This is an optimization exercise on Yosys and OpenROAD, whose aim is small area, a short achievable clock period and few clock cycles per item, not a production implementation.
RTL that was checked went through simulation tests only; none was proved equivalent to the original.
Power is estimated from default activity; no workload was simulated.

==> flow/design.v (excerpt) <==
module k7ce (
    input  wire        clk,
    input  wire        rst,         
    input  wire        cmd_valid,
    output reg         cmd_ready,
    input  wire [15:0] cmd_word,
    output reg         out_valid,
    input  wire        out_ready,
    output reg  [7:0]  out_byte,
    output wire [1:0]  st,
    output wire [7:0]  err,
    output wire        fault
);
    localparam KEY_MAX = 256;
    localparam WPORTS  = 16;    
    localparam [1:0] S_IDLE  = 2'd0,
                     S_RUN   = 2'd1,
                     S_FAULT = 2'd2;
    reg [1:0] state;
    reg [7:0] err_r;
    reg       mode;         
    reg [4:0] shift5;       
    reg       shbad;        
    reg [7:0] soff;         
    reg [7:0] seed;
    reg       seedz;        
    reg [7:0] taps;
    reg       tapbad;
    reg       kempty;       
    reg       keyovf;
    reg       keybad;
    reg [7:0] wpos;         
    reg [7:0] p0n;          
    reg [7:0] ran;          
    reg [4:0] key0;         
    reg       wok;          
    reg       kfull;        
    reg       do_push, do_data, do_start;
    reg       pwait;        
    reg [7:0] arg_r;
    reg [5*KEY_MAX-1:0] ring;
    reg [4:0] tap;          
    reg [7:0] lfsr;
    reg       v1, v2;
    reg [7:0] b1, b2;
    assign st    = state;
    assign err   = err_r;
    assign fault = state[1];
    wire take = cmd_valid & cmd_ready;
    wire [7:0] op  = cmd_word[15:8];
    wire [7:0] arg = cmd_word[7:0];
    wire arg0  = (arg == 8'h00);
    wire is_keypush  = (op == 8'h01);
    wire is_setshift = (op == 8'h02);
    wire is_setseed  = (op == 8'h03);
    wire is_tapadd   = (op == 8'h04);
    wire is_start    = (op[7:1] == 7'h04) & arg0;
    wire is_data     = (op == 8'h0A);
    wire is_end      = (op == 8'h0B) & arg0;
    wire is_rst      = (op == 8'h0F) & arg0;
    wire is_param = is_keypush | is_setshift | is_setseed | is_tapadd;
    wire legal    = is_param | is_start | is_data | is_end | is_rst;
    function is_alpha(input [7:0] c);
        is_alpha = (c >= 8'h41 && c <= 8'h5A) || (c >= 8'h61 && c <= 8'h7A);
    endfunction
    wire pstore  = do_push & ~kfull & wok;
    wire [7:0] vflags = {2'b00,
                         tapbad,
  ...
clock: 8.0 ns
lec_check: 0
cap_margin: 20
core_margin: 2
core_utilization: 40
cts_buf_list: sky130_fd_sc_hd__clkbuf_4 sky130_fd_sc_hd__clkbuf_8
cts_cluster_size: 30
place_density: 0.6
setup_slack_margin: 5
slew_margin: 20
run.sh (not shown) runs the stock make flow with config.mk's settings and CLKGATE_MAP_FILE= SYNTH_SCRIPT=/design/flow/synth_recipe.tcl, a recipe that flattens the netlist after the stock synthesis.
Next try:
--- a/flow/config.mk
+++ b/flow/config.mk
@@ -10,4 +10,4 @@
 export CORE_UTILIZATION = 40
-export CTS_BUF_LIST = sky130_fd_sc_hd__clkbuf_4 sky130_fd_sc_hd__clkbuf_8
-export CTS_CLUSTER_SIZE = 30
+export CTS_CLUSTER_DIAMETER = 100
+export CTS_CLUSTER_SIZE = 27
 export PLACE_DENSITY = 0.6
After rerunning: First-iteration DRC count increases by a few percent. Power decreases by about a fifth. Worst hold slack improves by 7.8 ps. Routed wire length decreases by a few percent.
Next try:
--- a/flow/config.mk
+++ b/flow/config.mk
@@ -10,6 +10,3 @@
 export CORE_UTILIZATION = 40
-export CTS_CLUSTER_DIAMETER = 100
-export CTS_CLUSTER_SIZE = 27
 export PLACE_DENSITY = 0.6
-export SETUP_SLACK_MARGIN = 5
 export SLEW_MARGIN = 20
=>
- The changed run ran to the end with no violations
- worst setup slack degrades by 1000 ps
- critical path depth does not change
- count of clock-buffer cells in the layout climbs by 123
- sequential cell count is unchanged
- via count hardly moves
Next try:
--- a/flow/config.mk
+++ b/flow/config.mk
@@ -11,2 +11,3 @@
 export PLACE_DENSITY = 0.6
+export SETUP_SLACK_MARGIN = 5
 export SLEW_MARGIN = 20
Non-clock buffer count rose by 105.
Count of clock-buffer cells in the layout rises by 6.
Worst hold slack improves by 15 ps.
Design area rises by 4.3%.
Maximum frequency goes up by 37%.
Power is higher by 3.7%.
Routed wire length went up by 13%.
Next try:
--- a/flow/config.mk
+++ b/flow/config.mk
@@ -10,2 +10,4 @@
 export CORE_UTILIZATION = 40
+export CTS_CLUSTER_DIAMETER = 100
+export CTS_CLUSTER_SIZE = 22
 export PLACE_DENSITY = 0.6
Result: The new run finished with timing, DRC and antenna clean. Flip-flop and latch count does not change. Count of clock-buffer cells in the layout falls by 112. Cell area went down by 5.4%. Synthesized cell count stays the same. Core utilization shrinks by 2.6 points. Hold slack loses 6.8 ps. First-iteration DRC count drops by 6.7%. Total power falls by 17%. Worst setup slack is about the same.
Function was not checked in any run of this note: the RTL went through the layout flow alone.


## run Z
Another version of the RTL of k7ce (not shown whole).
For scale: roughly 2700 cells after synthesis, roughly 1400 flip-flops, roughly 41 I/O pins, ~44000 µm² of cells after synthesis.
Settings: LEC_CHECK=0, CAP_MARGIN=20, CORE_MARGIN=2, CORE_UTILIZATION=70, CTS_CLUSTER_DIAMETER=100, CTS_CLUSTER_SIZE=22, PLACE_DENSITY=0.85, SETUP_SLACK_MARGIN=5, SLEW_MARGIN=20; clock period 8.0 ns.
Run Z completed; timing, DRC and antenna clean
Setup changes, run Z to run C
- swapping 70 for 60 in CORE_UTILIZATION
- swapping 0.85 for 0.75 in PLACE_DENSITY
==> comparison <==
- Compared with run Z, in run C via count of the first global-routing pass lost 592; via count lost 4.8%.
- Number of gates resized after CTS, run C and run Z: higher on run C
- Diff run Z -> run C: final area now larger, ratio of cells with drive above 1 in the final layout now larger, combinational share of power now larger.
No functional check of the RTL was part of any run of this note.


## the reference run
k7ce, a different RTL version from the one above (not shown whole).
Size: about 2900 cells after synthesis, roughly 1400 flip-flops, ~41 I/O pins, roughly 0.044 mm^2 of cells after synthesis.
Settings: LEC_CHECK=0, CAP_MARGIN=20, CORE_MARGIN=2, CORE_UTILIZATION=60, CTS_CLUSTER_DIAMETER=100, CTS_CLUSTER_SIZE=22, PLACE_DENSITY=0.75, SETUP_SLACK_MARGIN=5, SLEW_MARGIN=20; clock period 8.0 ns.
Testbench counts of the reference run, summed over its fixed seeds: cycles 65,243, bytes 28,492.
Input-level comparison between the trial run and the reference run:
Settings: swapping 0.75 for 0.6 in PLACE_DENSITY; swapping 60 for 40 in CORE_UTILIZATION.
Findings:
- Compared with the reference run, the trial run shows proportion of power drawn by the clock network lower by 0.2 points.
- Looking at wire length of the first global-routing pass across both flows, the trial run is the weaker of the two, with the reference run ahead.
- The run showing the smaller cell area is the reference run.

separate check: timing with driven ports:
The flow's constraints put no driver on any port. The routed layouts listed below were extracted and timed again, unchanged, in two steps. Step 1 (the two cells are an assumption about what drives the block):
set clk [get_ports {clk}]
set_driving_cell -lib_cell sky130_fd_sc_hd__clkbuf_16 $clk
set_driving_cell -lib_cell sky130_fd_sc_hd__buf_2 [delete_from_list [all_inputs] $clk]
Step 2 moves the port delays by t, midway between the first and last clock arrival at a register: inputs arrive t later, outputs are due t later. That takes back most of the time a late clock gives input paths. Slacks: ideal / step 1 / step 2; pairs: ideal / step 1.
| run | t (ns) | setup WS [ns] | hold WS [ns] | slew at the worst register clock pin (ns) |
|---|---|---|---|---|
| the first run of note 1 | 0.927 | 4.814 / 4.814 / 4.129 | 0.319 / 0.319 / 0.319 | 0.07 / 0.07 |
| the second run of note 1 | 0.744 | 4.797 / 4.797 / 4.237 | 0.327 / 0.327 / 0.327 | 0.12 / 0.12 |
| the third run of note 1 | 0.785 | 3.756 / 3.756 / 3.370 | 0.322 / 0.322 / 0.322 | 0.07 / 0.07 |
| the fourth run of note 1 | 0.810 | 4.894 / 4.908 / 4.135 | 0.337 / 0.337 / 0.337 | 0.07 / 0.07 |
| the fifth run of note 1 | 0.721 | 4.894 / 4.894 / 4.302 | 0.330 / 0.330 / 0.330 | 0.10 / 0.10 |
| run Z | 0.714 | 4.754 / 4.754 / 4.155 | 0.336 / 0.336 / 0.336 | 0.10 / 0.10 |
| run C | 0.699 | 4.837 / 4.837 / 4.319 | 0.336 / 0.336 / 0.336 | 0.10 / 0.10 |
| the reference run | 0.703 | 4.843 / 4.875 / 4.172 | 0.339 / 0.339 / 0.339 | 0.10 / 0.10 |
| the trial run | 0.706 | 4.758 / 4.793 / 4.086 | 0.341 / 0.341 / 0.341 | 0.10 / 0.10 |
After both steps setup and hold are still met in every run listed. The setup slack of the fourth run of note 1, which loses most, moves by +0.014 ns with the drivers and by -0.759 ns with both steps.
